This design comes from an exercise in tuning for small area on the open sky130 flow, not from production work.
RTL that was checked went through simulation tests only; none was proved equivalent to the original.
Only the layout flow was run in run 5; the RTL was not checked for function there.
Power and IR drop assume default switching activity.

===== flow/config.mk =====
export PLATFORM = sky130hd
export DESIGN_NAME = aqa32_core
export DESIGN_NICKNAME = aqa32_core
export VERILOG_FILES = /design/flow/design.v
export SDC_FILE = /design/flow/constraint.sdc
export NUM_CORES = 4
export LEC_CHECK = 0
export ABC_AREA = 1
export CAP_MARGIN = 20
export CORE_MARGIN = 2
export CORE_UTILIZATION = 40
export PLACE_DENSITY = 0.6
export SLEW_MARGIN = 20

===== flow/constraint.sdc =====
create_clock -name core_clock -period 12.0 [get_ports {clk}]
set_input_delay 2.4000 -clock core_clock [delete_from_list [all_inputs] [get_ports {clk}]]
set_output_delay 2.4000 -clock core_clock [all_outputs]
set_load 0.01 [all_outputs]

===== flow/design.v =====
module aqa32_core (
    input  wire        clk,
    input  wire        rst,           
    output wire        mem_req,
    output wire        mem_we,
    output wire [7:0]  mem_addr,
    output wire [31:0] mem_wdata,
    input  wire        mem_ready,
    input  wire [31:0] mem_rdata,
    output wire        out_valid,
    output wire        out_chr,       
    output wire [31:0] out_value,
    input  wire        inp_avail,
    output wire        inp_take,
    output wire        halted,
    output wire        fault,
    output wire [2:0]  fault_code,
    output wire [31:0] fault_pc
);
    localparam [4:0] OP_LDR = 5'd0,  OP_STR = 5'd1,  OP_ADD = 5'd2,  OP_SUB = 5'd3,
                     OP_MOV = 5'd4,  OP_CMP = 5'd5,  OP_B   = 5'd6,  OP_BEQ = 5'd7,
                     OP_BNE = 5'd8,  OP_BGT = 5'd9,  OP_BLT = 5'd10, OP_AND = 5'd11,
                     OP_ORR = 5'd12, OP_EOR = 5'd13, OP_MVN = 5'd14, OP_LSL = 5'd15,
                     OP_LSR = 5'd16, OP_HALT = 5'd17, OP_INP = 5'd18, OP_OUT = 5'd19;
    localparam [3:0] S_INIT  = 4'd0,    
                     S_FETCH = 4'd1,
                     S_DEC   = 4'd2,
                     S_OP    = 4'd3,    
                     S_MEM   = 4'd4,
                     S_LDD   = 4'd5,
                     S_WB    = 4'd6,    
                     S_OUTV  = 4'd7,
                     S_INP   = 4'd8,
                     S_INC   = 4'd9,    
                     S_ROT   = 4'd10,   
                     S_SHO   = 4'd11,   
                     S_FCAP  = 4'd12,   
                     S_FAULT = 4'd13,
                     S_HALT  = 4'd14;
    reg  [3:0]  st;
    reg         run;      
    reg  [4:0]  cnt;
    reg  [31:0] W;
    reg  [31:0] Y;
    reg  [7:0]  A8;
    reg  [8:0]  P;
    reg         pcc;      
    reg         alc;      
    reg         acc;      
    reg         gt;       
    reg         cz;       
    reg         cn;       
    reg         ff;       
    wire [4:0]  opcode = W[31:27];
    wire [3:0]  rn     = W[26:23];
    wire [3:0]  rd     = W[22:19];
    wire [2:0]  mode   = W[18:16];
    wire [15:0] o2     = W[15:0];
    wire is_ldr  = opcode == OP_LDR;
    wire is_str  = opcode == OP_STR;
    wire is_cmp  = opcode == OP_CMP;
    wire is_lsl  = opcode == OP_LSL;
    wire is_lsr  = opcode == OP_LSR;
    wire is_out  = opcode == OP_OUT;
    wire is_br   = (opcode >= OP_B) && (opcode <= OP_BLT);
    wire is_shift = is_lsl || is_lsr;
    wire alu_wr  = (opcode == OP_ADD) || (opcode == OP_SUB) || (opcode == OP_MOV) ||
                   (opcode == OP_AND) || (opcode == OP_ORR) || (opcode == OP_EOR) ||
                   (opcode == OP_MVN);
    wire uses_rn = (opcode == OP_ADD) || (opcode == OP_SUB) || (opcode == OP_AND) ||
                   (opcode == OP_ORR) || (opcode == OP_EOR) || (opcode == OP_LSL) ||
                   (opcode == OP_LSR) || (opcode == OP_CMP) || (opcode == OP_OUT);
    wire uses_rd = alu_wr || is_ldr || is_str || is_shift;
    wire f_op   = opcode >= 5'd20;
    wire f_mode = mode >= 3'd2;
    wire f_rng  = ((mode == 3'd0) && (o2 >= 16'd14)) ||
                  (uses_rn && (rn >= 4'd14)) || (uses_rd && (rd >= 4'd14));
    wire sfault = f_op || f_mode || f_rng;
    wire [2:0] scode = f_op ? 3'd3 : f_mode ? 3'd4 : 3'd2;
    wire c0    = cnt == 5'd0;
    wire c31   = cnt == 5'd31;
    wire pc_lo = cnt < 5'd9;
    wire a8_lo = cnt < 5'd8;
    wire hi8   = cnt >= 5'd8;
    function is_pass(input [3:0] x);
        is_pass = (x == S_INIT) || (x == S_OP) || (x == S_WB) || (x == S_INC) ||
                  (x == S_ROT) || (x == S_SHO) || (x == S_FCAP);
    endfunction
    wire cc  = c0 ? (st != S_FCAP) : pcc;
    wire pcs = pc_lo && (P[0] ^ cc);
    wire [12:0] rb;
    genvar k;
    generate
        for (k = 0; k < 13; k = k + 1) begin : R
            reg [31:0] q;
            assign rb[k] = q[0];
        end
    endgenerate
    function rsel(input [3:0] idx, input [12:0] bits, input pcb);
        if (idx == 4'd13) rsel = pcb;
        else if (idx < 4'd13) rsel = bits[idx];
        else rsel = 1'b0;
    endfunction
    wire [3:0] sel_a = is_str ? rd : rn;
    wire a    = rsel(sel_a, rb, pcs);
    wire breg = rsel(o2[3:0], rb, pcs);
    wire wm   = W[cnt];
    wire imm  = wm && !cnt[4];
    wire op2  = mode[0] ? imm : breg;
    wire sub = (opcode == OP_SUB) || is_cmp;
    wire bb  = op2 ^ sub;
    wire ac  = c0 ? sub : alc;
    wire sum = a ^ bb ^ ac;
    wire co  = (a & bb) | (a & ac) | (bb & ac);
    reg  y;
    always @(*) begin
        case (opcode)
            OP_ADD, OP_SUB: y = sum;
            OP_AND:         y = a & op2;
            OP_ORR:         y = a | op2;
            OP_EOR:         y = a ^ op2;
            OP_MVN:         y = ~op2;
            default:        y = op2;
        endcase
    end
    reg taken;
    always @(*) begin
        case (opcode)
            OP_B:    taken = 1'b1;
            OP_BEQ:  taken = !cz;
            OP_BNE:  taken = cz;
            OP_BGT:  taken = cz && !cn;
            OP_BLT:  taken = cn;
            default: taken = 1'b0;
        endcase
    end
    wire [4:0] s   = A8[4:0];
    wire big       = acc || (A8[7:5] != 3'd0);
    wire lt        = cnt < s;
    wire shout     = Y[0] && !(is_lsl && lt);
    reg wbit;
    always @(*) begin
        case (st)
            S_OP:    wbit = y;
            S_WB:    wbit = wm;
            S_SHO:   wbit = shout;
            default: wbit = 1'b0;
        endcase
    end
    wire ok    = !sfault;
    wire [3:0] wsel = (st == S_WB) ? A8[3:0] : rd;
    wire wrd   = run && (((st == S_OP) && alu_wr && ok) || (st == S_SHO) || (st == S_WB));
    wire fin   = (st == S_INIT) || (st == S_WB) || (st == S_INC) || (st == S_SHO) ||
                 ((st == S_OP) && (alu_wr || is_cmp || is_br) && ok);
    wire pwr   = (st == S_INIT) || (wrd && (wsel == 4'd13)) ||
                 ((st == S_OP) && is_br && taken && ok);
    wire pin   = pwr ? wbit : fin ? (P[0] ^ cc) : P[0];
    generate
        for (k = 0; k < 13; k = k + 1) begin : RW
            wire we = (run && (st == S_INIT)) || (wrd && (wsel == k));
            always @(posedge clk)
                R[k].q <= {we ? wbit : R[k].q[0], R[k].q[31:1]};
        end
    endgenerate
    wire acc_f   = acc || op2;
    wire dev_bad = acc || (A8[7:2] != 6'd0) || !(A8[0] ^ A8[1]);
    wire kbit    = !cnt[4] || (cnt == 5'd20);    
    wire op_flt  = sfault || ((is_ldr || is_str) && acc_f) ||
                   (is_out && (acc_f || dev_bad || (A8[1] && (a || gt))));
    reg [3:0] nst;
    always @(*) begin
        nst = st;
        case (st)
            S_FETCH: begin
                if (acc) nst = S_FAULT;
                else if (P[8]) nst = S_FCAP;
                else if (mem_ready) nst = S_DEC;
            end
            S_DEC:   nst = S_OP;
            S_MEM:   if (mem_ready) nst = is_str ? S_INC : S_LDD;
            S_LDD:   nst = S_WB;
            S_OUTV:  nst = S_INC;
            S_INP:   if (inp_avail) nst = S_INC;
            S_FAULT, S_HALT: ;
            default: if (run && c31) begin
                case (st)
                    S_OP: begin
                        if (op_flt) nst = S_FCAP;
                        else if (is_ldr || is_str) nst = S_MEM;
                        else if (is_out) nst = S_OUTV;
                        else if (is_shift) nst = S_ROT;
                        else if (opcode == OP_HALT) nst = S_HALT;
                        else if (opcode == OP_INP) nst = S_INP;
                        else nst = S_FETCH;
                    end
                    S_ROT:   nst = S_SHO;
                    S_FCAP:  nst = S_FAULT;
                    default: nst = S_FETCH;    
                endcase
            end
        endcase
    end
    always @(posedge clk) begin
        if (rst) begin
            st  <= S_INIT;
            cnt <= 5'd0;
            run <= 1'b1;
        end else begin
            st  <= nst;
            cnt <= cnt + 5'd1;
            if (c31) run <= is_pass(nst);
        end
    end
    always @(posedge clk) begin
        if (st == S_FETCH) ff <= 1'b1;
        else if (st == S_DEC) ff <= 1'b0;
        if ((st == S_DEC) || (st == S_LDD)) W <= mem_rdata;
        pcc <= cc & P[0];
        if (run && pc_lo) P <= {pin, P[8:1]};
        if (run && (st == S_OP) && a8_lo) A8 <= {op2, A8[7:1]};
        else if ((st == S_MEM) && mem_ready) A8[3:0] <= rd;
        if (run) begin
            if (st == S_OP) Y <= {pwr ? wbit : a, Y[31:1]};
            else if (st == S_FCAP) Y <= {pcs, Y[31:1]};
            else if (st == S_ROT) begin
                if (big || (lt ^ is_lsl)) Y <= {(is_lsr || big) ? 1'b0 : Y[0], Y[31:1]};
            end else Y <= {wbit, Y[31:1]};
        end
        if (run && ((st == S_OP) || fin))
            acc <= c0 ? 1'b0 : (acc || (hi8 && (fin ? (pwr && wbit) : op2)));
        alc <= co;
        if (run && (st == S_OP)) gt <= kbit ? (a && gt && !c0) : (a || gt);
        if (run && (st == S_INIT)) begin
            cz <= 1'b0;
            cn <= 1'b0;
        end else if (run && (st == S_OP) && is_cmp && ok) begin
            cz <= (cz && !c0) || sum;
            if (c31) cn <= !co;
        end
    end
    assign mem_req   = (st == S_FETCH) || (st == S_MEM);
    assign mem_we    = (st == S_MEM) && is_str;
    assign mem_addr  = (st == S_FETCH) ? P[7:0] : A8;
    assign mem_wdata = Y;
    assign out_valid = st == S_OUTV;
    assign out_chr   = A8[1];
    assign out_value = Y;
    assign inp_take  = (st == S_INP) && inp_avail;
    assign halted    = st == S_HALT;
    assign fault     = st == S_FAULT;
    assign fault_code = ff ? 3'd2 : sfault ? scode : !is_out ? 3'd2 : dev_bad ? 3'd5 : 3'd6;
    assign fault_pc  = Y;
endmodule

===== flow/flow/run.sh =====
#!/bin/bash
# Standard ORFS layout, with two changes: port buffers use the smallest buffer
# cell, and clock tree synthesis uses clkbuf_4 without dummy loads.
set -euo pipefail
bash standard.sh \
  "BUFFER_PORTS_ARGS=-buffer_cell sky130_fd_sc_hd__buf_1" \
  "CTS_ARGS=-sink_clustering_enable -repair_clock_nets -buf_list sky130_fd_sc_hd__clkbuf_4 -sink_clustering_size 10 -sink_clustering_max_diameter 50 -dont_use_dummy_load" \
  finish > standard.log 2>&1

===== flow/standard.sh =====
#!/bin/bash
# synth_recipe.tcl (not shown) runs the flow's synth.tcl, then flattens the netlist and writes it again
# the make line also repeats each setting of config.mk as NAME=value (left out here)
make -C /OpenROAD-flow-scripts/flow DESIGN_CONFIG=/design/flow/config.mk WORK_HOME=/design/flow/orfs CLKGATE_MAP_FILE= SYNTH_SCRIPT=/design/flow/synth_recipe.tcl "${@:-finish}"

==> results.txt, run 1 <==
number of post-CTS setup repair buffers 0; Residual DRC 0; clock latency on the worst-skew pair 720 ps; Die ar. 37700 µm²; CP Class reg -> out; post-synthesis compound-gate area fraction 0.0576; Ys Warns 1; fin nets 1350; period utilization 0.458; DR pass1 iterations 5; status timing/DRC/antenna clean; final core occ 0.439; Layout Cells excl Fill 1763; part of the Yosys area used for sequential elements 0.769; hold path cells 0; grt ovf 0; Hold-fix buffers, CTS 0; Initial DRC Count 418; ys flop type dfxtp_1; Post-Synthesis Cells 1159; PwrDens 261 nW/µm²; Final Hold Fails 0; Starting Density 0.407; htree depth 3; DR vias/cell 4.58; multiplexer share of the synthesized area 0; Setup crit end kind primary output; CTS tree done; final instance area 15600 µm²; Tmin final 5490 ps; Fmax 0.182 GHz; Setup WS pre-CTS 6870 ps; R2R depth 23; clock root cell clkbuf_4; DRT met1 WL 12100 µm; Clock Path Buffers 3; number of global-route vias before repair 7657; post-synthesis xor/xnor area fraction 0.00121; top-count cell post-synth dfxtp_1; met3 wire len 1460 µm; Placed Area 15100 µm²; RePlAce Congestion 0.842; CTS clock-pin slew for the worst setup and hold paths 90 ps; Pwr Total 4.07 mW; Avg Cell Area, Syn 12.5 µm²; largest fanout on the critical path 9; final setup TNS 0 ps; die height 194 µm; max_cap viols 0; simple-gate share of the synthesized area 0.0976; critical path data arrival time 3090 ps; unrepaired setup endpoints after global routing false; drt total wl 25900 µm; initial antenna violation count 1; DIE WIDTH 194 µm; mapped cell area 14500 µm²; Highest Signal Layer met4; Hold Path Class reg -> reg; cell row count 69; Yosys top cell by area dfxtp_1; count of pins over their slew limit 0; hold slack 271 ps; Adder-Cell Fraction of Synth Area 0.0109; Fillers 3342; Clock Skews 94.8 ps; Syn Nets 1207; Syn-to-layout area delta 7.88%; FF+latch count, synth 514; Core Area 35600 µm²; P_leak 6.35 nW; pin count of the biggest net entering global routing 33; metal2 WL 11500 µm; Num CTS Buffers 67; worst-margin pin slew 1060 ps; drt wl/cell 14.7 µm; cts repair resizes 0; Slew Limit Headroom 0.296; area occupied by multi-input gates 2440 µm²; count of pins on the block boundary 150; crit start category flop; Req. time, crit path 9600 ps; count of buffers from port buffering 149; Yosys cell types 43; register area 11100 µm²; Post-synth EDFFs 83; largest family of logic cells by synthesized area simple AND/OR/NAND/NOR gates; post-synthesis async set-or-reset flop share 0; vias 8067; Post-DP HPWL 17600 µm; final setup violating endpoints 0; VDD IR-drop max 0.151 mV; Final WS setup 6510 ps; remaining antenna violation count after routing 0; placed cells 1694; Synth area leaders dfxtp_1 (60%), edfxtp_1 (17%), nand2_1 (3.7%); share of layout cells above drive strength 1 0.0877; first-pass GRT wire length 41400 µm; synth cell count leaders dfxtp_1 (431), nand2_1 (141), nor2_1 (89); gr usage total 0.140; Synth top area share 0.597; clk sinks 514
==> sequential cells by signal, indices dropped and copies added (netlist names) <==
name / count
R.q: 416
cn: 1
alc: 1
cnt: 5
gt: 1
acc: 1
W: 32
Y: 32
pcc: 1
A8: 8
run: 1
cz: 1
P: 9
st: 4
ff: 1
==> where the power goes <==
part	internal (mW)	switching (mW)	leakage, nW
registers	2.43	0.216	4.47
clock network	0.258	0.496	0.308
logic	0.217	0.459	1.56
total	2.90	1.17	6.35
==> per-layer routing <==
metal,GRT usage,vias up
met2,0.215,277
met1,0.184,3727
li1,-,4006
met3,0.0313,57
met4,0.0724,0
met5,0,-
==> layout by cell type (no fill, tap or decap), types with 5 or more instances in the layout <==
cell type / netlist / layout
o21ai_1: 15 / 15
a21oi_1: 39 / 38
clkbuf_4: 0 / 67
buf_1: 0 / 149
nand4_1: 14 / 14
nor2_1: 89 / 89
nand2_1: 141 / 141
inv_1: 87 / 87
ha_1: 11 / 11
inv_2: 11 / 11
dfxtp_1: 431 / 431
nand2_2: 6 / 6
nor3_1: 12 / 12
nand3_1: 40 / 40
nor4_1: 8 / 8
edfxtp_1: 83 / 83
o21ai_0: 40 / 39
o31ai_2: 10 / 10
o31ai_1: 5 / 5
==> path summary, 6_finish.rpt <==
| check | startpoint | endpoint | slack [ps] |
|---|---|---|---|
| setup / recovery | W[27] | fault_code[1] | 6510 |
| hold / removal | R[12].q[4] | R[12].q[3] | 270 |
| setup reg to reg | cnt[0] | acc | 7030 |
| hold reg to reg | R[12].q[4] | R[12].q[3] | 270 |
==> logic make-up (layout without fill, tap and decap cells) <==
family	count (synthesis)	after routing
DFF	514	514
and+or+nand+nor	323	323
buffers and inverters	174	315
AOI/OAI and AO/OA	134	134
adders and majority gates	12	12
xor gates and xnor gates	2	2
other	0	2
==> critical path: stages, from the launching register on <==
cell and delay (ps):
edfxtp_1 580, nand2_2 200, inv_1 60, o211ai_2 200, nand4_1 170, nor2_1 110
o21ai_1 110, o21ai_1 170, nand2_2 160, o21ai_0 130, o21ai_0 110, nor2_1 140
o21ai_0 110, buf_1 140
==> layout make-up <==
type / count / area share
Clock buffer: 67 / 0.0322
Timing Repair Buffer: 150 / 0.0376
Multi-Input combinational cell: 471 / 0.157
Tap cell: 461 / 0.0370
Sequential cell: 514 / 0.713
Inverter: 98 / 0.0236
Antenna cell: 2 / 0.000321
==> inputs of run 2 (changes only) <==
--- a/flow/design.v
+++ b/flow/design.v
@@ -36,14 +36,16 @@
                      S_SHO   = 4'd11,   
                      S_FCAP  = 4'd12,   
                      S_FAULT = 4'd13,
-                     S_HALT  = 4'd14;
+                     S_HALT  = 4'd14,
+                     S_FA    = 4'd15;   
     reg  [3:0]  st;
     reg         run;      
     reg  [4:0]  cnt;
     reg  [31:0] W;
     reg  [31:0] Y;
     reg  [7:0]  A8;
-    reg  [8:0]  P;
+    reg  [7:0]  P;        
+    reg         p8;       
     reg         pcc;      
     reg         alc;      
     reg         acc;      
@@ -87,7 +89,7 @@
                   (x == S_ROT) || (x == S_SHO) || (x == S_FCAP);
     endfunction
     wire cc  = c0 ? (st != S_FCAP) : pcc;
-    wire pcs = pc_lo && (P[0] ^ cc);
+    wire pcs = pc_lo && ((cnt[3] ? p8 : P[0]) ^ cc);
     wire [12:0] rb;
     genvar k;
     generate
@@ -173,7 +175,7 @@
         case (st)
             S_FETCH: begin
                 if (acc) nst = S_FAULT;
-                else if (P[8]) nst = S_FCAP;
+                else if (p8) nst = S_FCAP;
                 else if (mem_ready) nst = S_DEC;
             end
             S_DEC:   nst = S_OP;
@@ -181,6 +183,7 @@
             S_LDD:   nst = S_WB;
             S_OUTV:  nst = S_INC;
             S_INP:   if (inp_avail) nst = S_INC;
+            S_FA:    if (cnt == 5'd7) nst = S_FETCH;
             S_FAULT, S_HALT: ;
             default: if (run && c31) begin
                 case (st)
@@ -191,11 +194,11 @@
                         else if (is_shift) nst = S_ROT;
                         else if (opcode == OP_HALT) nst = S_HALT;
                         else if (opcode == OP_INP) nst = S_INP;
-                        else nst = S_FETCH;
+                        else nst = S_FA;
                     end
                     S_ROT:   nst = S_SHO;
                     S_FCAP:  nst = S_FAULT;
-                    default: nst = S_FETCH;    
+                    default: nst = S_FA;       
                 endcase
             end
         endcase
@@ -216,8 +219,10 @@
         else if (st == S_DEC) ff <= 1'b0;
         if ((st == S_DEC) || (st == S_LDD)) W <= mem_rdata;
         pcc <= cc & P[0];
-        if (run && pc_lo) P <= {pin, P[8:1]};
+        P <= {(run && a8_lo) ? pin : P[0], P[7:1]};
+        if (run && (cnt == 5'd8) && (pwr || fin)) p8 <= pwr ? wbit : cc;
         if (run && (st == S_OP) && a8_lo) A8 <= {op2, A8[7:1]};
+        else if (st == S_FA) A8 <= {P[0], A8[7:1]};
         else if ((st == S_MEM) && mem_ready) A8[3:0] <= rd;
         if (run) begin
             if (st == S_OP) Y <= {pwr ? wbit : a, Y[31:1]};
@@ -240,7 +245,7 @@
     end
     assign mem_req   = (st == S_FETCH) || (st == S_MEM);
     assign mem_we    = (st == S_MEM) && is_str;
-    assign mem_addr  = (st == S_FETCH) ? P[7:0] : A8;
+    assign mem_addr  = A8;
     assign mem_wdata = Y;
     assign out_valid = st == S_OUTV;
     assign out_chr   = A8[1];
==> flow/flow/run.sh (replaced) <==
#!/bin/bash
# The standard ORFS layout with three changes:
#  - synthesis maps the logic with a stronger ABC area script (three rounds of
#    strash; dch; map -a) instead of ORFS's abc_area.script; everything else in
#    synthesis (registers included) is the standard synthesis;
#  - port buffers use the smallest buffer cell (buf_1);
#  - clock tree synthesis uses clkbuf_4 in small clusters, without dummy loads.
set -euo pipefail
work=$PWD
rm -rf "$work/scripts_area"
cp -r "$FLOW_HOME/scripts" "$work/scripts_area"
cp "$work/flow/abc_area.script" "$work/scripts_area/abc_area.script"
bash standard.sh "SCRIPTS_DIR=$work/scripts_area" synth > synth.log 2>&1
bash standard.sh \
  "BUFFER_PORTS_ARGS=-buffer_cell sky130_fd_sc_hd__buf_1" \
  "CTS_ARGS=-sink_clustering_enable -repair_clock_nets -buf_list sky130_fd_sc_hd__clkbuf_4 -sink_clustering_size 10 -sink_clustering_max_diameter 50 -dont_use_dummy_load" \
  finish > standard.log 2>&1
==> flow/flow/abc_area.script (new file) <==
strash
dch
map -a
strash
dch
map -a
strash
dch
map -a
topo
--- a/flow/config.mk
+++ b/flow/config.mk
@@ -8,6 +8,6 @@
 export ABC_AREA = 1
 export CAP_MARGIN = 20
 export CORE_MARGIN = 2
-export CORE_UTILIZATION = 40
-export PLACE_DENSITY = 0.6
+export CORE_UTILIZATION = 65
+export PLACE_DENSITY = 0.75
 export SLEW_MARGIN = 20
==> run 2 against run 1 <==
Compared with the run above:
- fmax down 9.6%
- sequential power down 28%
- worst setup slack worse by 580 ps
- sequential share of layout area up 3.4 points
- die area down 40%
==> results.txt, run 2 <==
status timing/DRC/antenna clean; DIE WIDTH 150 µm (-23%); crit path cell chain clkinv_1, nor2_1, clkinv_1, nor2_1, a211oi_1, o21ai_0, a21oi_1, nand3_1, nand4_1, nand2_1, clkinv_1, a21oi_1, o21ai_0, nor2_1, buf_1; Yosys top cell by area dfxtp_1; top-count cell post-synth dfxtp_1; cell row count 53 (-23%); Core Area 21000 µm² (-41%); final core occ 0.703 (+0.265); Die ar. 22600 µm² (-40%); Fillers 1482 (-56%); Pwr Total 2.91 mW (-28%); Layout Cells excl Fill 1488 (-16%); RePlAce Congestion 0.952 (+13%); Req. time, crit path 9600 ps (about the same); Clock Skews 56.4 ps (-38.4 ps); drt wl/cell 16.4 µm (+11%); crit start category flop; count of buffers from port buffering 149 (unchanged); critical path data arrival time 3670 ps (+580 ps); initial antenna violation count 1 (unchanged); share of layout cells above drive strength 1 0.0537 (-0.0340); Ys Warns 1 (unchanged); internal cell power 2.17 mW (-25%); Post-synth EDFFs 75 (-9.6%); Avg Cell Area, Syn 13.0 µm² (+4.5%); Starting Density 0.662 (+0.255); CTS clock-pin slew for the worst setup and hold paths 100 ps (about the same); clock root cell clkbuf_4; Num CTS Buffers 58 (-13%); Critical path origin W[28]; grt ovf 0 (unchanged); placed cells 1428 (-16%); Syn Nets 1115 (-7.6%); synth cell count leaders dfxtp_1 (439), nor2_1 (100), clkinv_1 (84); hold path cells 0 (unchanged); largest fanout on the critical path 7 (-2); first-pass GRT wire length 38600 µm (-6.7%); Tmin final 6070 ps (+583 ps); Synth top area share 0.632 (+0.0351); count of pins over their slew limit 0 (unchanged); Residual DRC 0 (unchanged); Hold Path Class reg -> reg; DR vias/cell 5.12 (+12%); VDD IR-drop max 0.125 mV (-17%); Final Hold Fails 0 (unchanged); mapped cell area 13900 µm² (-3.8%); Hold-fix buffers, CTS 0 (unchanged); number of post-CTS setup repair buffers 0 (unchanged); CP Depth 15 (+2); part of the power in registers 0.654 (+0.005); remaining antenna violation count after routing 0 (unchanged); DR pass1 iterations 5 (unchanged); drt total wl 24400 µm (-5.9%); Synth area leaders dfxtp_1 (63%), edfxtp_1 (16%), buf_4 (3.5%); post-synthesis async set-or-reset flop share 0 (unchanged); ys flop type dfxtp_1; Reg2Reg Setup Slack 6380 ps (-650 ps); Final WS setup 5930 ps (-583 ps); PwrDens 197 nW/µm² (-25%); CP Class reg -> out; Fmax 0.165 GHz (-9.6%); most frequent cells in the layout dfxtp_1 (439), buf_1 (149), nor2_1 (99); fin nets 1261 (-6.6%); worst-margin pin slew 987 ps (-69.3 ps); Post-DP HPWL 17100 µm (-3.2%); clk sinks 514 (unchanged); part of the Yosys area used for sequential elements 0.794 (+0.0247); largest register by flop count R.q; hold slack 282 ps (+11.3 ps); Yosys cell types 34 (-21%); CTS tree done; clock latency on the worst-skew pair 690 ps (-30 ps); Setup crit end kind primary output; Worst Min Path Start R[9].q[18]; gr usage total 0.222 (+0.0828); Setup WS pre-CTS 6440 ps (-426 ps); number of global-route vias before repair 7420 (-3.1%); Clock Path Buffers 3 (unchanged); period utilization 0.506 (+0.0486); final setup TNS 0 ps (unchanged); Gate power share 0.109 (-0.057); Placed Area 14300 µm² (-5.0%); crit-path leading delay family simple AND/OR/NAND/NOR gates; unrepaired setup endpoints after global routing false; count of pins on the block boundary 150 (unchanged); clock power share 0.237 (+0.052); NetSw 0.746 mW (-36%); Syn-to-layout area delta 6.28%; Sw Ratio 0.256 (-0.0313); htree depth 2 (-1); CP peak stage delay 420 ps (-160 ps); Post-Synthesis Cells 1067 (-7.9%); cts repair resizes 0 (unchanged); R2R Path Start W[30]; vias 7620 (-5.5%); Largest register FFs 416 (unchanged); CP Buf/Inv Count 4 (+2); die height 150 µm (-23%); FF+latch count, synth 514 (unchanged); P_leak 5.62 nW (-11%); Slew Limit Headroom 0.342 (+0.0462); max_cap viols 0 (unchanged); final setup violating endpoints 0 (unchanged); R2R depth 21 (-8.7%); commonest non-fill, non-tap cell in the layout dfxtp_1; Regs by FF count R.q: 416 flops, W: 32 flops, Y: 32 flops; final instance area 14800 µm² (-5.2%); pin count of the biggest net entering global routing 33 (unchanged); Initial DRC Count 390 (-6.7%); Critical-path top delay cell edfxtp_1
## run 2: cell type report
type                       count  area [µm²]  area share
multi-input combinational    404        2070       0.140
clock buffer                  58         435      0.0294
timing repair buffer         151         574      0.0388
inverter                      84         315      0.0213
tap                          275         344      0.0233
sequential                   514       11000       0.747
antenna                        2        5.00    0.000338
## run 2: cell families after synthesis
family,synth area share
and+or+nand+nor,0.0674
AOI/OAI and AO/OA,0.0687
xor gates and xnor gates,0.00126
buffers and inverters,0.0577
DFF,0.794
adders and majority gates,0.0113
## run 2: worst reg2reg max path: stages, from the launching register on
cell and delay [ps]:
edfxtp_1 460, nor2_1 250, nand2_1 140, nor2_1 350, clkinv_1 280, o21ai_0 660
clkinv_1 200, nor2_1 200, clkinv_1 140, o21ai_0 200, o221ai_1 120, nand2_1 260
clkinv_1 110, ha_1 290, nand3_1 80, o21ai_0 90, a21oi_1 140, o311ai_0 140
a21oi_1 780, nor2_1 200, o21ai_0 200, a21oi_1 100
## run 2: path summary, 6_finish.rpt
path | to
max | fault_code[0]
min | R[9].q[17]
max reg2reg | acc
min reg2reg | R[9].q[17]
## run 2: power groups by stage
stage	Sequential [mW]	Clock [mW]	Combinational [mW]
2_1_floorplan	1.93	0	0.227
3_3_place_gp	1.95	0	0.310
3_5_place_dp	1.95	0	0.310
4_1_cts	1.91	0.716	0.312
5_1_grt	1.92	0.779	0.355
6_report	1.91	0.691	0.317
## run 2: per-layer routing
metal	global-route usage	up-vias	wire [µm]
met4	0.0830	0	614
met2	0.366	253	11500
met3	0.0445	46	1230
met1	0.294	3550	11000
li1	-	3771	-
met5	0	-	0
==> inputs of run 3 (changes only) <==
--- a/flow/config.mk
+++ b/flow/config.mk
@@ -8,6 +8,6 @@
 export ABC_AREA = 1
 export CAP_MARGIN = 20
 export CORE_MARGIN = 2
-export CORE_UTILIZATION = 65
-export PLACE_DENSITY = 0.75
+export CORE_UTILIZATION = 40
+export PLACE_DENSITY = 0.6
 export SLEW_MARGIN = 20
==> run 3 against run 2 <==
Compared with the run above:
- design area increased by 1.9%
- flip-flop and latch count unchanged
- count of clock-buffer cells in the layout increased by 3
- fmax increased by 0.46%
- area after synthesis unchanged
- clock power increased by 3.3%
- non-clock buffer count increased by 2
- first-iteration DRC count increased by 52%
- largest cell class unchanged
==> results.txt, run 3 <==
status timing/DRC/antenna clean; Final WS setup 5950 ps (+27.8 ps); Syn Nets 1115 (unchanged); Slew Limit Headroom 0.312 (-0.0302); Final Hold Fails 0 (unchanged); final setup violating endpoints 0 (unchanged); gr usage total 0.137 (-0.0856); clock latency on the worst-skew pair 720 ps (+30 ps); final setup TNS 0 ps (unchanged); Regs by FF count R.q: 416 flops, W: 32 flops, Y: 32 flops; Setup WS pre-CTS 6430 ps (-8.01 ps); Post-DP HPWL 16800 µm (-1.4%); commonest non-fill, non-tap cell in the layout dfxtp_1; CP Class reg -> out; number of global-route vias before repair 7391 (-0.39%); largest fanout on the critical path 6 (-1); Ys Warns 1 (unchanged); Largest register FFs 416 (unchanged); worst-margin pin slew 1030 ps (+45.3 ps); CP Buf/Inv Count 4 (unchanged); period utilization 0.504 (-0.00232); Post-Synthesis Cells 1067 (unchanged); drt wl/cell 14.5 µm (-11%); max_cap viols 0 (unchanged); grt ovf 0 (unchanged); count of buffers from port buffering 149 (unchanged); Avg Cell Area, Syn 13.0 µm² (unchanged); Post-synth EDFFs 75 (unchanged); cell row count 68 (+28%); unrepaired setup endpoints after global routing false; fin nets 1266 (+0.40%); FF+latch count, synth 514 (unchanged); Req. time, crit path 9600 ps (about the same); die height 190 µm (+27%); Hold Path Class reg -> reg; vias 7704 (+1.1%); initial antenna violation count 2 (+1); first-pass GRT wire length 38800 µm (+0.59%); PwrDens 195 nW/µm² (-1.0%); Yosys cell types 34 (unchanged); most frequent cells in the layout dfxtp_1 (439), buf_1 (149), nor2_1 (99); Die ar. 36300 µm² (+61%); CP peak stage delay 430 ps (about the same); Critical-path top delay cell edfxtp_1; Core Area 34400 µm² (+64%); Tmin final 6050 ps (-27.8 ps); share of layout cells above drive strength 1 0.0567 (+0.00307); Fmax 0.165 GHz (+0.46%); RePlAce Congestion 0.882 (-7.4%); DR vias/cell 4.61 (-10%); count of pins on the block boundary 150 (unchanged); crit-path leading delay family simple AND/OR/NAND/NOR gates; hold slack 303 ps (+21.5 ps); Hold-fix buffers, CTS 0 (unchanged); Yosys top cell by area dfxtp_1; largest register by flop count R.q; drt total wl 24300 µm (-0.48%); clk sinks 514 (unchanged); DR pass1 iterations 5 (unchanged); critical path data arrival time 3650 ps (-20 ps); Clock Skews 70.1 ps (+13.7 ps); remaining antenna violation count after routing 0 (unchanged); DIE WIDTH 190 µm (+27%); CTS clock-pin slew for the worst setup and hold paths 100 ps (about the same); CTS tree done; count of pins over their slew limit 0 (unchanged); htree depth 2 (unchanged); Clock Path Buffers 3 (unchanged); Fillers 3236 (+120%); P_leak 5.65 nW (+0.45%); Num CTS Buffers 61 (+5.2%); part of the Yosys area used for sequential elements 0.794 (unchanged); Synth top area share 0.632 (unchanged); number of post-CTS setup repair buffers 0 (unchanged); top-count cell post-synth dfxtp_1; Initial DRC Count 593 (+52%); cts repair resizes 0 (unchanged); clock root cell clkbuf_4; Synth area leaders dfxtp_1 (63%), edfxtp_1 (16%), buf_4 (3.5%); mapped cell area 13900 µm² (unchanged); crit start category flop; Residual DRC 0 (unchanged); Setup crit end kind primary output; Starting Density 0.405 (-0.257); pin count of the biggest net entering global routing 33 (unchanged); Critical Path Most Common Cell clkinv_1; synth cell count leaders dfxtp_1 (439), nor2_1 (100), clkinv_1 (84); VDD IR-drop max 0.115 mV (-8.1%); post-synthesis async set-or-reset flop share 0 (unchanged); Syn-to-layout area delta 8.29%; ys flop type dfxtp_1; crit path cell chain clkinv_1, nor3_1, clkinv_1, nor2_1, nor2_1, nand4_1, nand4_1, nand2_1, a211oi_1, nand2_1, clkinv_1, a21oi_1, o21ai_0, o21bai_1, buf_1
-- run 3: cell counts after synthesis --
Identical to the previous run, type by type.
-- run 3: cell families after synthesis --
family          Yosys count  synth area share
flops                   514             0.794
simple gates            224            0.0674
compound gates          166            0.0687
xor+xnor                  2           0.00126
buf+inv                 149            0.0577
fa+ha+maj                12            0.0113
-- run 3: area by class of cell --
class                      instances  area [µm²]  share of cell area
antenna                            1        2.50            0.000166
clock buffer                      61         458              0.0304
inverter                          84         315              0.0209
multi-input combinational        404        2070               0.137
sequential                       514       11000               0.733
tap                              455         569              0.0378
timing repair buffer             153         609              0.0404
-- run 3: report_power, final --
part,internal [mW],total [mW],switching (mW)
clock,0.233,0.714,0.481
combinational,0.100,0.319,0.219
sequential,1.85,1.91,0.0566
-- run 3: final timing paths --
kind         startpoint             to  slack [ps]  cells after the start
max reg2reg       W[30]          Y[31]        6400                     21
min reg2reg  R[3].q[16]     R[3].q[15]         300                      0
max               W[30]  fault_code[1]        5950                     15
min          R[3].q[16]     R[3].q[15]         300                      0
-- run 3: metal layers --
metal | vias to the layer above | routed length, µm | track usage | share of wire
li1 | 3794 | - | - | -
met1 | 3579 | 11400 | 0.184 | 0.47
met2 | 255 | 10500 | 0.206 | 0.43
met3 | 76 | 1550 | 0.0372 | 0.064
met4 | 0 | 893 | 0.0626 | 0.037
met5 | - | 0 | 0 | 0
-- run 3: metrics by stage --
stage	utilization	std cells	power (mW)	area (µm²)
detailed placement	0.425	1610	2.26	14600
finish	0.438	1672	2.94	15100
global placement	0.424	1609	2.26	14600
CTS	0.438	1671	2.99	15100
global route	0.438	1672	3.11	15100
floorplan	-	1067	2.16	13900
==> inputs of run 4 (changes only) <==
--- a/flow/flow/run.sh
+++ b/flow/flow/run.sh
@@ -13,5 +13,5 @@
 bash standard.sh "SCRIPTS_DIR=$work/scripts_area" synth > synth.log 2>&1
 bash standard.sh \
   "BUFFER_PORTS_ARGS=-buffer_cell sky130_fd_sc_hd__buf_1" \
-  "CTS_ARGS=-sink_clustering_enable -repair_clock_nets -buf_list sky130_fd_sc_hd__clkbuf_4 -sink_clustering_size 10 -sink_clustering_max_diameter 50 -dont_use_dummy_load" \
+  "CTS_ARGS=-sink_clustering_enable -repair_clock_nets -buf_list sky130_fd_sc_hd__clkbuf_4 -sink_clustering_size 12 -sink_clustering_max_diameter 40 -dont_use_dummy_load" \
   finish > standard.log 2>&1
--- a/flow/config.mk
+++ b/flow/config.mk
@@ -8,6 +8,6 @@
 export ABC_AREA = 1
 export CAP_MARGIN = 20
 export CORE_MARGIN = 2
-export CORE_UTILIZATION = 40
-export PLACE_DENSITY = 0.6
+export CORE_UTILIZATION = 65
+export PLACE_DENSITY = 0.75
 export SLEW_MARGIN = 20
==> run 4 against run 3 <==
Compared with the run above:
- utilization increased by 26 points
- die area decreased by 38%
- combinational power about the same
- count of clock-buffer cells in the layout decreased by 9
- power decreased by 1.9%
- worst hold slack improved by 2.3 ps
- clock skew increased by 0.54 ps
- design area decreased by 2.2%
- flip-flop and latch count unchanged
- sequential share of layout area increased by 1.6 points
- area after synthesis unchanged
- largest power group unchanged
==> results.txt, run 4 <==
ys flop type dfxtp_1; worst-margin pin slew 1010 ps (-21.2 ps); Worst Setup EP fault_code[0]; mapped cell area 13900 µm² (unchanged); synth cell count leaders dfxtp_1 (439), nor2_1 (100), clkinv_1 (84); Avg Cell Area, Syn 13.0 µm² (unchanged); Fillers 1477 (-54%); unrepaired setup endpoints after global routing false; Post-synth EDFFs 75 (unchanged); number of post-CTS setup repair buffers 0 (unchanged); htree depth 2 (unchanged); remaining antenna violation count after routing 0 (unchanged); DRT met1 WL 10900 µm (-4.0%); Initial DRC Count 391 (-34%); Ys Warns 1 (unchanged); Setup crit end kind primary output; P_leak 5.59 nW (-0.94%); R2R depth 21 (unchanged); Die ar. 22600 µm² (-38%); top-count cell post-synth dfxtp_1; met3 wire len 1240 µm (-20%); Fmax 0.165 GHz (about the same); count of pins over their slew limit 0 (unchanged); RePlAce Congestion 0.952 (+8.0%); CP Class reg -> out; Critical path origin W[28]; most frequent cells in the layout dfxtp_1 (439), buf_1 (149), nor2_1 (99); Synth area leaders dfxtp_1 (63%), edfxtp_1 (16%), buf_4 (3.5%); DR vias/cell 5.14 (+12%); VDD IR-drop max 0.117 mV (+1.7%); final setup violating endpoints 0 (unchanged); R2R Path Start W[30]; status timing/DRC/antenna clean; DIE WIDTH 150 µm (-21%); DR pass1 iterations 4 (-1); fin nets 1255 (-0.87%); metal2 WL 11500 µm (+9.2%); largest register by flop count R.q; count of pins on the block boundary 150 (unchanged); CTS tree done; Post-Synthesis Cells 1067 (unchanged); count of buffers from port buffering 149 (unchanged); Yosys cell types 34 (unchanged); initial antenna violation count 2 (unchanged); PwrDens 196 nW/µm² (+0.26%); vias 7613 (-1.2%); Yosys top cell by area dfxtp_1; pin count of the biggest net entering global routing 33 (unchanged); crit start category flop; Residual DRC 0 (unchanged); Starting Density 0.662 (+0.257); drt wl/cell 16.4 µm (+13%); max_cap viols 0 (unchanged); critical path data arrival time 3650 ps (about the same); Final Hold Fails 0 (unchanged); period utilization 0.504 (about the same); Setup WS pre-CTS 6440 ps (+8.01 ps); number of global-route vias before repair 7369 (-0.30%); cts repair resizes 0 (unchanged); cell row count 53 (-22%); Highest Signal Layer met5; post-synthesis async set-or-reset flop share 0 (unchanged); Tmin final 6050 ps (+5.70 ps); Req. time, crit path 9600 ps (about the same); Clock Skews 70.7 ps (+0.535 ps); gr usage total 0.221 (+0.0841); Hold Path Class reg -> reg; worst reg2reg path endpoint acc; Regs by FF count R.q: 416 flops, W: 32 flops, Y: 32 flops; Slew Limit Headroom 0.326 (+0.0141); Post-DP HPWL 17100 µm (+1.4%); Largest register FFs 416 (unchanged); grt ovf 0 (unchanged); FF+latch count, synth 514 (unchanged); Reg2Reg Setup Slack 6340 ps (-60 ps); largest fanout on the critical path 7 (+1); share of layout cells above drive strength 1 0.0490 (-0.00778); CTS clock-pin slew for the worst setup and hold paths 110 ps (about the same); first-pass GRT wire length 38400 µm (-1.1%); clock root cell clkbuf_4; Hold-fix buffers, CTS 0 (unchanged); drt total wl 24300 µm (-0.14%); Num CTS Buffers 52 (-15%); Synth top area share 0.632 (unchanged); Final WS setup 5950 ps (-5.70 ps); die height 150 µm (-21%); clk sinks 514 (unchanged); Syn Nets 1115 (unchanged); Core Area 21000 µm² (-39%); clock latency on the worst-skew pair 680 ps (-40 ps); final setup TNS 0 ps (unchanged); Clock Path Buffers 3 (unchanged); part of the Yosys area used for sequential elements 0.794 (unchanged); commonest non-fill, non-tap cell in the layout dfxtp_1; Syn-to-layout area delta 5.94%
==> run 4: layout make-up <==
class | instances | area [µm²] | share of cell area
sequential | 514 | 11000 | 0.749
multi-input combinational | 404 | 2070 | 0.141
timing repair buffer | 151 | 574 | 0.0390
clock buffer | 52 | 390 | 0.0265
tap | 275 | 344 | 0.0233
inverter | 84 | 315 | 0.0214
antenna | 1 | 2.50 | 0.000170
==> run 4: worst max-delay path: stages, from the launching register on <==
cell and delay, ps:
edfxtp_1 430, clkinv_1 250, nor2_1 300, clkinv_1 180
nor2_1 300, nor2_1 150, nand4_1 110, nand4_1 90
nand2_1 70, a211oi_1 40, nand2_1 220, clkinv_1 180
a21oi_1 180, o21ai_0 140, nor2_1 160, buf_1 210
==> run 4: power breakdown <==
group	switching [mW]	internal (mW)
registers	0.0564	1.85
clock network	0.460	0.200
logic	0.221	0.0952
==> run 4: routing by layer <==
layer  global-route usage  vias up
met1                0.293     3545
met3               0.0464       58
met5                    0        -
li1                     -     3767
met2                0.363      241
met4               0.0778        2
==> run 4: how the worst min path moves through the flow <==
stage                start     endpoint  cells after the start
6_report        R[6].q[16]   R[6].q[15]                      0
5_1_grt         R[6].q[16]   R[6].q[15]                      0
4_1_cts          R[2].q[6]    R[2].q[5]                      0
3_5_place_dp   R[12].q[24]  R[12].q[23]                      0
3_3_place_gp     R[5].q[8]    R[5].q[7]                      0
2_1_floorplan         P[1]         P[0]                      0
==> run 4: metrics by stage <==
| stage | instances | utilization | power (mW) | area (µm²) | hold WS (ps) |
|---|---|---|---|---|---|
| after floorplan | 1067 | - | 2.16 | 13900 | 310 |
| after CTS | 1480 | 0.701 | 2.90 | 14700 | 308 |
| after global placement | 1428 | 0.682 | 2.26 | 14300 | 310 |
| after detailed placement | 1428 | 0.682 | 2.26 | 14300 | 312 |
| after global routing | 1481 | 0.701 | 3.02 | 14700 | 315 |
| final | 1481 | 0.701 | 2.88 | 14700 | 306 |
==> run 4: kinds of logic (layout without fill, tap and decap cells) <==
family / Yosys count / in the layout / synth area share
other cells: 0 / 1 / 0
xor+xnor: 2 / 2 / 0.00126
simple gates: 224 / 224 / 0.0674
fa+ha+maj: 12 / 12 / 0.0113
compound gates: 166 / 166 / 0.0687
buf+inv: 149 / 287 / 0.0577
flops: 514 / 514 / 0.794
==> inputs of run 5 (changes only) <==
--- a/flow/design.v
+++ b/flow/design.v
@@ -49,7 +49,6 @@
     reg         pcc;      
     reg         alc;      
     reg         acc;      
-    reg         gt;       
     reg         cz;       
     reg         cn;       
     reg         ff;       
@@ -109,8 +108,9 @@
     wire wm   = W[cnt];
     wire imm  = wm && !cnt[4];
     wire op2  = mode[0] ? imm : breg;
+    wire kbit = !cnt[4] || (cnt == 5'd20);    
     wire sub = (opcode == OP_SUB) || is_cmp;
-    wire bb  = op2 ^ sub;
+    wire bb  = is_out ? !kbit : (op2 ^ sub);
     wire ac  = c0 ? sub : alc;
     wire sum = a ^ bb ^ ac;
     wire co  = (a & bb) | (a & ac) | (bb & ac);
@@ -166,9 +166,8 @@
     endgenerate
     wire acc_f   = acc || op2;
     wire dev_bad = acc || (A8[7:2] != 6'd0) || !(A8[0] ^ A8[1]);
-    wire kbit    = !cnt[4] || (cnt == 5'd20);    
     wire op_flt  = sfault || ((is_ldr || is_str) && acc_f) ||
-                   (is_out && (acc_f || dev_bad || (A8[1] && (a || gt))));
+                   (is_out && (acc_f || dev_bad || (A8[1] && co)));
     reg [3:0] nst;
     always @(*) begin
         nst = st;
@@ -234,7 +233,6 @@
         if (run && ((st == S_OP) || fin))
             acc <= c0 ? 1'b0 : (acc || (hi8 && (fin ? (pwr && wbit) : op2)));
         alc <= co;
-        if (run && (st == S_OP)) gt <= kbit ? (a && gt && !c0) : (a || gt);
         if (run && (st == S_INIT)) begin
             cz <= 1'b0;
             cn <= 1'b0;
==> run 5 against run 4 <==
Compared with the run above:
- still clean
- power shrank 0.57%
- final cell count is 0.20% lower
- design area down 0.18%
- register-to-register slack worse by 240 ps
- clock skew is 24 ps higher
- largest cell class unchanged
==> results.txt, run 5 <==
top-count cell post-synth dfxtp_1; vias 7686 (+0.96%); VDD IR-drop max 0.117 mV (about the same); metal2 WL 10800 µm (-5.5%); post-synthesis async set-or-reset flop share 0 (unchanged); initial antenna violation count 1 (-1); share of layout cells above drive strength 1 0.0525 (+0.00349); clock latency on the worst-skew pair 680 ps (about the same); part of the power in registers 0.666 (+0.004); clock root cell clkbuf_4; Slew Limit Headroom 0.295 (-0.0315); internal cell power 2.14 mW (-0.11%); cell row count 53 (unchanged); Fmax 0.170 GHz (+2.6%); remaining antenna violation count after routing 0 (unchanged); Synth area leaders dfxtp_1 (63%), edfxtp_1 (16%), buf_4 (3.5%); count of pins over their slew limit 0 (unchanged); DR vias/cell 5.20 (+1.2%); Yosys top cell by area dfxtp_1; Die ar. 22500 µm² (-0.33%); pin count of the biggest net entering global routing 34 (+3.0%); Critical Path Most Common Cell clkinv_1; unrepaired setup endpoints after global routing false; Fillers 1478 (+0.068%); most frequent cells in the layout dfxtp_1 (439), buf_1 (149), nor2_1 (113); first-pass GRT wire length 38200 µm (-0.29%); clock power share 0.226 (-0.003); fin nets 1251 (-0.32%); cts repair resizes 0 (unchanged); gr usage total 0.224 (+0.00326); Synth top area share 0.634 (+0.00217); CP peak stage delay 710 ps (+280 ps); Hold-fix buffers, CTS 0 (unchanged); Critical path origin cnt[0]; Layout Cells excl Fill 1478 (-0.20%); grt ovf 0 (unchanged); RePlAce Congestion 0.914 (-4.0%); critical path data arrival time 6290 ps (+2640 ps); Post-synth EDFFs 74 (-1.3%); status timing/DRC/antenna clean; Post-Synthesis Cells 1063 (-0.37%); largest fanout on the critical path 22 (+15); Largest register FFs 416 (unchanged); number of post-CTS setup repair buffers 0 (unchanged); placed cells 1424 (-0.28%); commonest non-fill, non-tap cell in the layout dfxtp_1; Gate power share 0.108 (-0.002); CP Class reg -> reg; crit start category flop; count of buffers from port buffering 149 (unchanged); max_cap viols 0 (unchanged); Yosys cell types 35 (+2.9%); Setup crit end kind flop; Worst Min Path Start R[8].q[20]; Final Hold Fails 0 (unchanged); Clock Path Buffers 3 (unchanged); number of global-route vias before repair 7250 (-1.6%); Reg2Reg Setup Slack 6100 ps (-240 ps); R2R Path Start cnt[0]; htree depth 2 (unchanged); Initial DRC Count 481 (+23%); Residual DRC 0 (unchanged); R2R depth 23 (+9.5%); worst-margin pin slew 1060 ps (+44.9 ps); CP Buf/Inv Count 5 (+1); DIE WIDTH 150 µm (-0.17%); Sw Ratio 0.252 (-0.00341); synth cell count leaders dfxtp_1 (439), nor2_1 (113), clkinv_1 (85); Core Area 21000 µm² (-0.32%); DR pass1 iterations 5 (+1); worst reg2reg path endpoint acc; Avg Cell Area, Syn 13.0 µm² (about the same); Highest Signal Layer met4; CTS tree done; period utilization 0.491 (-0.0128); Ys Warns 1 (unchanged); final setup TNS 0 ps (unchanged); Tmin final 5900 ps (-154 ps); met3 wire len 1680 µm (+35%); drt wl/cell 16.6 µm (+1.3%); Post-DP HPWL 17400 µm (+2.1%); DRT met1 WL 11500 µm (+5.0%); clk sinks 513 (-0.19%); Hold Path Class reg -> reg; FF+latch count, synth 513 (-0.19%); Min-Delay Endpoint R[8].q[19]; Req. time, crit path 12390 ps (+2790 ps); count of pins on the block boundary 150 (unchanged); CTS clock-pin slew for the worst setup and hold paths 110 ps (about the same); Regs by FF count R.q: 416 flops, W: 32 flops, Y: 32 flops; Starting Density 0.662 (about the same); NetSw 0.724 mW (-1.9%); mapped cell area 13900 µm² (-0.34%); Syn-to-layout area delta 6.11%; die height 150 µm (-0.17%); Clock Skews 94.4 ps (+23.7 ps); ys flop type dfxtp_1; part of the Yosys area used for sequential elements 0.794 (about the same); PwrDens 195 nW/µm² (-0.39%); drt total wl 24500 µm (+1.1%); Critical-path top delay cell dfxtp_1; P_leak 5.60 nW (+0.20%); crit-path leading delay family compound AO/OA/AOI/OAI gates; largest register by flop count R.q; Num CTS Buffers 52 (unchanged); hold path cells 0 (unchanged); Syn Nets 1111 (-0.36%); crit path cell chain clkinv_1, ha_1, nand2_1, nor3_1, clkinv_1, nand2_1, o21ai_0, clkinv_1, o21a_1, nand2_1, clkinv_1, a221oi_1, nor2_1, a32oi_1, clkinv_1, fa_1, a32oi_1, nand3_1, a21oi_1, or2_2, a21oi_1, o22ai_1, nor2_1; final setup violating endpoints 0 (unchanged)
[run 5: power groups by stage]
stage          clock network [mW]  logic [mW]  registers (mW)
2_1_floorplan                   0       0.225            1.93
3_3_place_gp                    0       0.303            1.95
3_5_place_dp                    0       0.302            1.95
4_1_cts                     0.674       0.304            1.91
5_1_grt                     0.738       0.347            1.92
6_report                    0.648       0.309            1.91
[run 5: per-stage QoR]
stage               worst slack [ps]  area (µm²)  power, mW  utilization  hold WS, ps
floorplan                       7050       13900       2.15            -          310
global placement                6370       14300       2.25        0.683          309
detailed placement              6160       14300       2.25        0.683          312
CTS                             6150       14700       2.89        0.702          260
global route                    5490       14700       3.01        0.702          266
finish                          6100       14700       2.87        0.702          260
[run 5: worst max path at each step]
stage,cells after the start,endpoint
floorplan,2,inp_take
global placement,23,Y[31]
detailed placement,23,Y[31]
CTS,23,acc
global route,23,acc
finish,23,acc
[run 5: cell type report]
type | count | area (µm²) | share of cell area
sequential | 513 | 11000 | 0.748
multi-input combinational | 400 | 2070 | 0.141
timing repair buffer | 151 | 574 | 0.0390
clock buffer | 52 | 390 | 0.0265
tap | 275 | 344 | 0.0234
inverter | 85 | 319 | 0.0217
antenna | 2 | 5.00 | 0.000340
[run 5: per-layer routing]
metal	vias to the layer above	track usage
li1	3741	-
met1	3533	0.321
met2	361	0.350
met3	51	0.0405
met4	0	0.0741
met5	-	0
[run 5: cell families (layout without fill, tap and decap cells)]
logic type / count (synthesis) / in the layout / synth area share
simple gates: 228 / 228 / 0.0677
xor+xnor: 3 / 3 / 0.00190
compound gates: 157 / 157 / 0.0667
flops: 513 / 513 / 0.794
buf+inv: 150 / 288 / 0.0582
other cells: 0 / 2 / 0
fa+ha+maj: 12 / 12 / 0.0114
[run 5: worst reg2reg max path, stage by stage, from the launching register on]
cell and delay [ps]:
dfxtp_1 710, clkinv_1 620, ha_1 480, nand2_1 90, nor3_1 80, clkinv_1 120, nand2_1 50, o21ai_0 110
clkinv_1 150, o21a_1 180, nand2_1 60, clkinv_1 100, a221oi_1 280, nor2_1 70, a32oi_1 340, clkinv_1 210
fa_1 550, a32oi_1 170, nand3_1 90, a21oi_1 700, or2_2 280, a21oi_1 70, o22ai_1 120, nor2_1 50
==> inputs of run 6 (changes only) <==
--- a/flow/design.v
+++ b/flow/design.v
@@ -22,24 +22,23 @@
                      OP_BNE = 5'd8,  OP_BGT = 5'd9,  OP_BLT = 5'd10, OP_AND = 5'd11,
                      OP_ORR = 5'd12, OP_EOR = 5'd13, OP_MVN = 5'd14, OP_LSL = 5'd15,
                      OP_LSR = 5'd16, OP_HALT = 5'd17, OP_INP = 5'd18, OP_OUT = 5'd19;
-    localparam [3:0] S_INIT  = 4'd0,    
-                     S_FETCH = 4'd1,
-                     S_DEC   = 4'd2,
-                     S_OP    = 4'd3,    
-                     S_MEM   = 4'd4,
-                     S_LDD   = 4'd5,
-                     S_WB    = 4'd6,    
-                     S_OUTV  = 4'd7,
-                     S_INP   = 4'd8,
-                     S_INC   = 4'd9,    
-                     S_ROT   = 4'd10,   
-                     S_SHO   = 4'd11,   
-                     S_FCAP  = 4'd12,   
-                     S_FAULT = 4'd13,
-                     S_HALT  = 4'd14,
-                     S_FA    = 4'd15;   
+    localparam [3:0] S_INIT  = 4'b1101,    
+                     S_FETCH = 4'b0100,
+                     S_OP    = 4'b1000,    
+                     S_MEM   = 4'b0101,
+                     S_WB    = 4'b1111,    
+                     S_OUTV  = 4'b0010,
+                     S_INP   = 4'b0011,
+                     S_INC   = 4'b1100,    
+                     S_ROT   = 4'b1001,   
+                     S_SHO   = 4'b1110,   
+                     S_FCAP  = 4'b1010,   
+                     S_FAULT = 4'b0000,
+                     S_HALT  = 4'b0001,
+                     S_FA    = 4'b0110;   
     reg  [3:0]  st;
     reg         run;      
+    reg         rdv;      
     reg  [4:0]  cnt;
     reg  [31:0] W;
     reg  [31:0] Y;
@@ -83,10 +82,6 @@
     wire pc_lo = cnt < 5'd9;
     wire a8_lo = cnt < 5'd8;
     wire hi8   = cnt >= 5'd8;
-    function is_pass(input [3:0] x);
-        is_pass = (x == S_INIT) || (x == S_OP) || (x == S_WB) || (x == S_INC) ||
-                  (x == S_ROT) || (x == S_SHO) || (x == S_FCAP);
-    endfunction
     wire cc  = c0 ? (st != S_FCAP) : pcc;
     wire pcs = pc_lo && ((cnt[3] ? p8 : P[0]) ^ cc);
     wire [12:0] rb;
@@ -109,20 +104,19 @@
     wire imm  = wm && !cnt[4];
     wire op2  = mode[0] ? imm : breg;
     wire kbit = !cnt[4] || (cnt == 5'd20);    
-    wire sub = (opcode == OP_SUB) || is_cmp;
+    wire arith = (opcode == OP_ADD) || (opcode == OP_SUB) || is_cmp || is_out;
+    wire sub = (opcode == OP_SUB) || is_cmp || (opcode == OP_MVN);
     wire bb  = is_out ? !kbit : (op2 ^ sub);
-    wire ac  = c0 ? sub : alc;
+    wire ac  = arith && (c0 ? sub : alc);
     wire sum = a ^ bb ^ ac;
     wire co  = (a & bb) | (a & ac) | (bb & ac);
     reg  y;
     always @(*) begin
         case (opcode)
-            OP_ADD, OP_SUB: y = sum;
-            OP_AND:         y = a & op2;
-            OP_ORR:         y = a | op2;
-            OP_EOR:         y = a ^ op2;
-            OP_MVN:         y = ~op2;
-            default:        y = op2;
+            OP_ADD, OP_SUB, OP_EOR: y = sum;
+            OP_AND:                 y = co;
+            OP_ORR:                 y = sum | co;
+            default:                y = bb;      
         endcase
     end
     reg taken;
@@ -151,8 +145,8 @@
     end
     wire ok    = !sfault;
     wire [3:0] wsel = (st == S_WB) ? A8[3:0] : rd;
-    wire wrd   = run && (((st == S_OP) && alu_wr && ok) || (st == S_SHO) || (st == S_WB));
-    wire fin   = (st == S_INIT) || (st == S_WB) || (st == S_INC) || (st == S_SHO) ||
+    wire wrd   = run && (((st == S_OP) && alu_wr && ok) || (st[3:1] == 3'b111));
+    wire fin   = (st[3:2] == 2'b11) ||
                  ((st == S_OP) && (alu_wr || is_cmp || is_br) && ok);
     wire pwr   = (st == S_INIT) || (wrd && (wsel == 4'd13)) ||
                  ((st == S_OP) && is_br && taken && ok);
@@ -175,11 +169,9 @@
             S_FETCH: begin
                 if (acc) nst = S_FAULT;
                 else if (p8) nst = S_FCAP;
-                else if (mem_ready) nst = S_DEC;
+                else if (mem_ready) nst = S_OP;
             end
-            S_DEC:   nst = S_OP;
-            S_MEM:   if (mem_ready) nst = is_str ? S_INC : S_LDD;
-            S_LDD:   nst = S_WB;
+            S_MEM:   if (mem_ready) nst = is_str ? S_INC : S_WB;
             S_OUTV:  nst = S_INC;
             S_INP:   if (inp_avail) nst = S_INC;
             S_FA:    if (cnt == 5'd7) nst = S_FETCH;
@@ -210,13 +202,14 @@
         end else begin
             st  <= nst;
             cnt <= cnt + 5'd1;
-            if (c31) run <= is_pass(nst);
+            if (c31) run <= nst[3] && !(mem_req && mem_ready);
         end
     end
     always @(posedge clk) begin
         if (st == S_FETCH) ff <= 1'b1;
-        else if (st == S_DEC) ff <= 1'b0;
-        if ((st == S_DEC) || (st == S_LDD)) W <= mem_rdata;
+        else if (st == S_OP) ff <= 1'b0;
+        if (rdv) W <= mem_rdata;
+        rdv <= mem_req && mem_ready && !mem_we;
         pcc <= cc & P[0];
         P <= {(run && a8_lo) ? pin : P[0], P[7:1]};
         if (run && (cnt == 5'd8) && (pwr || fin)) p8 <= pwr ? wbit : cc;
@@ -241,7 +234,7 @@
             if (c31) cn <= !co;
         end
     end
-    assign mem_req   = (st == S_FETCH) || (st == S_MEM);
+    assign mem_req   = st[3:1] == 3'b010;    
     assign mem_we    = (st == S_MEM) && is_str;
     assign mem_addr  = A8;
     assign mem_wdata = Y;
==> run 6 against run 5 <==
Compared with the run above:
- clock power increased by 3.7%
- non-clock buffer count unchanged
- area after synthesis decreased by 0.55%
- fmax increased by 2.7%
- die area decreased by 0.54%
- first-iteration DRC count decreased by 20%
- final cell count decreased by 1.0%
- synthesized cell count decreased by 1.5%
- register-to-register slack improved by 240 ps
- design area decreased by 0.56%
- worst setup slack improved by 150 ps
- power decreased by 15%
- critical path type is now reg -> out
- critical endpoint is now fault_code[1]
- largest cell class unchanged
- highest routed layer unchanged
==> results.txt, run 6 <==
part of the power in registers 0.715 (+0.049); CP Class reg -> out; largest family of logic cells by synthesized area compound AO/OA/AOI/OAI gates; Clock Skews 106 ps (+11.2 ps); number of global-route vias before repair 6953 (-4.1%); Clock Path Buffers 3 (unchanged); grt ovf 0 (unchanged); fin nets 1235 (-1.3%); largest register by flop count R.q; clock power share 0.275 (+0.049); Layout Cells excl Fill 1463 (-1.0%); multiplexer share of the synthesized area 0 (unchanged); count of pins over their slew limit 0 (unchanged); P_leak 5.51 nW (-1.6%); critical path data arrival time 3340 ps (-2950 ps); count of pins on the block boundary 150 (unchanged); Residual DRC 0 (unchanged); internal cell power 1.96 mW (-8.6%); drt total wl 24100 µm (-1.6%); placed cells 1408 (-1.1%); R2R Path Start cnt[0]; final setup violating endpoints 0 (unchanged); Num CTS Buffers 54 (+3.8%); Regs by FF count R.q: 416 flops, W: 32 flops, Y: 32 flops; simple-gate share of the synthesized area 0.0607 (-0.00698); initial antenna violation count 1 (unchanged); CTS clock-pin slew for the worst setup and hold paths 100 ps (about the same); share of layout cells above drive strength 1 0.0539 (+0.00146); cell row count 53 (unchanged); Die ar. 22400 µm² (-0.54%); Hold Path Class reg -> reg; post-synthesis compound-gate area fraction 0.0678 (+0.00110); period utilization 0.479 (-0.0129); final setup TNS 0 ps (unchanged); worst-margin pin slew 878 ps (-178 ps); Setup crit end kind primary output; status timing/DRC/antenna clean; cts repair resizes 0 (unchanged); Reg2Reg Setup Slack 6340 ps (+240 ps); clock root cell clkbuf_4; Adder-Cell Fraction of Synth Area 0.00962 (-0.00175); Yosys top cell by area dfxtp_1; pin count of the biggest net entering global routing 33 (-2.9%); worst reg2reg path endpoint Y[31]; DIE WIDTH 150 µm (-0.27%); Largest register FFs 416 (unchanged); Pwr Total 2.44 mW (-15%); clock latency on the worst-skew pair 710 ps (+30 ps); vias 7468 (-2.8%); largest fanout on the critical path 7 (-68%); Sw Ratio 0.198 (-0.0544); Synth area leaders dfxtp_1 (64%), edfxtp_1 (16%), buf_4 (3.5%); mapped cell area 13800 µm² (-0.55%); Ys Warns 1 (unchanged); remaining antenna violation count after routing 0 (unchanged); Gate power share 0.010 (-0.098); Initial DRC Count 385 (-20%); Post-DP HPWL 17200 µm (-1.6%); gr usage total 0.217 (-0.00718); VDD IR-drop max 0.114 mV (-2.6%); Syn Nets 1093 (-1.6%); drt wl/cell 16.5 µm (-0.58%); Yosys cell types 37 (+5.7%); synth cell count leaders dfxtp_1 (440), clkinv_1 (95), nor2_1 (84); CP peak stage delay 470 ps (-240 ps); Placed Area 14200 µm² (-0.66%); post-synthesis xor/xnor area fraction 0.000635 (-0.00126); Tmin final 5740 ps (-154 ps); first-pass GRT wire length 36800 µm (-3.7%); Synth top area share 0.639 (+0.00496); Critical-path top delay cell edfxtp_1; most frequent cells in the layout dfxtp_1 (440), buf_1 (149), clkinv_1 (95); crit start category flop; hold path cells 0 (unchanged); commonest non-fill, non-tap cell in the layout dfxtp_1; Post-Synthesis Cells 1047 (-1.5%); post-synthesis async set-or-reset flop share 0 (unchanged); Core Area 20900 µm² (-0.32%); max_cap viols 0 (unchanged); Req. time, crit path 9600 ps (-2790 ps); htree depth 2 (unchanged); ys flop type dfxtp_1; FF+latch count, synth 514 (+0.19%); die height 150 µm (-0.27%); Syn-to-layout area delta 6.10% (about the same); Starting Density 0.660 (-0.00155); unrepaired setup endpoints after global routing false; Avg Cell Area, Syn 13.2 µm² (+0.97%); Min-Delay Endpoint P[6]; R2R depth 22 (-4.3%); DR pass1 iterations 6 (+1); Slew Limit Headroom 0.400 (+0.105); Hold-fix buffers, CTS 0 (unchanged); Fmax 0.174 GHz (+2.7%); NetSw 0.483 mW (-33%); Worst Min Path Start P[7]; count of buffers from port buffering 149 (unchanged); CTS tree done; clk sinks 514 (+0.19%); part of the Yosys area used for sequential elements 0.800 (+0.00585); number of post-CTS setup repair buffers 0 (unchanged); top-count cell post-synth dfxtp_1; DR vias/cell 5.10 (-1.8%); RePlAce Congestion 0.909 (-0.59%); Final Hold Fails 0 (unchanged); final instance area 14600 µm² (-0.56%); Post-synth EDFFs 74 (unchanged); PwrDens 167 nW/µm² (-14%); crit path cell chain clkinv_1, nor2_1, clkinv_1, nor2_1, a21oi_1, a31oi_1, a31oi_1, nand3_1, clkinv_1, o21ai_0, nand2_1, nor2_1, nand2_1, buf_1
## run 6: changes by cell type in the layout (fill, tap and decap cells not counted), sizes merged, moves of 3 or more
cell	before	now
a21oi	42	32
a22oi	5	2
a31oi	3	8
clkinv	85	95
nand2	71	64
nand3	12	24
nor2	113	84
nor4	10	6
o211ai	8	5
o21ai	64	83
o221ai	5	2
o22ai	11	8
## run 6: power by group through the flow
stage	clock network, mW	logic, mW	registers [mW]
5_1_grt	0.761	0.0268	1.75
4_1_cts	0.700	0.0234	1.75
2_1_floorplan	0	0.0140	1.78
3_5_place_dp	0	0.0232	1.79
3_3_place_gp	0	0.0225	1.79
6_report	0.672	0.0236	1.75
## run 6: worst max-delay path: cells and delay by family, from the launching register on
family,cells,cell delay (ps)
and+or+nand+nor,6,1040
AOI/OAI and AO/OA,4,610
buffers and inverters,4,590
DFF,1,470
## run 6: stage by stage
| stage | hold WS [ps] | worst slack, ps | util |
|---|---|---|---|
| final | 291 | 6260 | 0.700 |
| after global routing | 273 | 5730 | 0.700 |
| after CTS | 279 | 6250 | 0.700 |
| after detailed placement | 312 | 6430 | 0.681 |
| after global placement | 311 | 6640 | 0.681 |
| after floorplan | 310 | 6990 | - |
## run 6: worst max path at each step
stage                     startpoint            end  slack (ps)  cells past startpoint
after CTS                      W[28]  fault_code[1]        6250                     14
after global placement        cnt[0]          Y[31]        6640                     22
after floorplan            inp_avail       inp_take        6990                      2
after global routing          cnt[0]          Y[31]        5730                     22
after detailed placement      cnt[0]          Y[31]        6430                     22
final                          W[28]  fault_code[1]        6260                     14
## run 6: layer usage
metal  up-vias  track usage  part of all wire  wire [µm]
met4         0       0.0805             0.024        571
met2       283        0.319              0.43      10300
li1       3683            -                 -          -
met1      3451        0.322              0.48      11600
met5         -            0                 0          0
met3        51       0.0421             0.065       1580
## run 6: cell families after synthesis
group                    Yosys count
AO/OA/AOI/OAI                    162
XOR/XNOR                           1
adder cells (fa/ha/maj)           10
buffers and inverters            160
flip-flops                       514
AND/OR/NAND/NOR                  200
## run 6: cell type report
| cell class | count | area, µm² |
|---|---|---|
| Antenna cell | 1 | 2.50 |
| Clock buffer | 54 | 405 |
| Fill cell | 1437 | 6260 |
| Inverter | 95 | 357 |
| Multi-Input combinational cell | 373 | 1920 |
| Sequential cell | 514 | 11000 |
| Tap cell | 275 | 344 |
| Timing Repair Buffer | 151 | 574 |

-- what the ideal ports hide --
How much do the figures lean on ideal ports? The routed layouts below were timed once more, with nothing changed but the port constraints.
Step 1 assumes that a clkbuf_16 drives the clock port and a buf_2 every other input.
Step 2 times the ports against the registers' clock, not the clock port: input delays grow and output delays shrink by t, the midpoint of the rising clock arrivals with the driver on.
Slacks: ideal / step 1 / step 2; pairs: ideal / step 1.
run | t (ns) | slack for setup (ns) | hold WS [ns]
run 1 | 0.712 | 6.510 / 6.467 / 6.843 | 0.271 / 0.271 / 0.271
run 2 | 0.709 | 5.927 / 5.881 / 6.383 | 0.282 / 0.282 / 0.282
run 3 | 0.726 | 5.954 / 5.915 / 6.396 | 0.303 / 0.303 / 0.303
run 4 | 0.685 | 5.949 / 5.909 / 6.339 | 0.306 / 0.306 / 0.306
run 5 | 0.676 | 6.102 / 6.102 / 6.102 | 0.260 / 0.260 / 0.260
run 6 | 0.706 | 6.257 / 6.212 / 6.337 | 0.291 / 0.291 / 0.291
After both steps setup and hold are still met in every run listed.
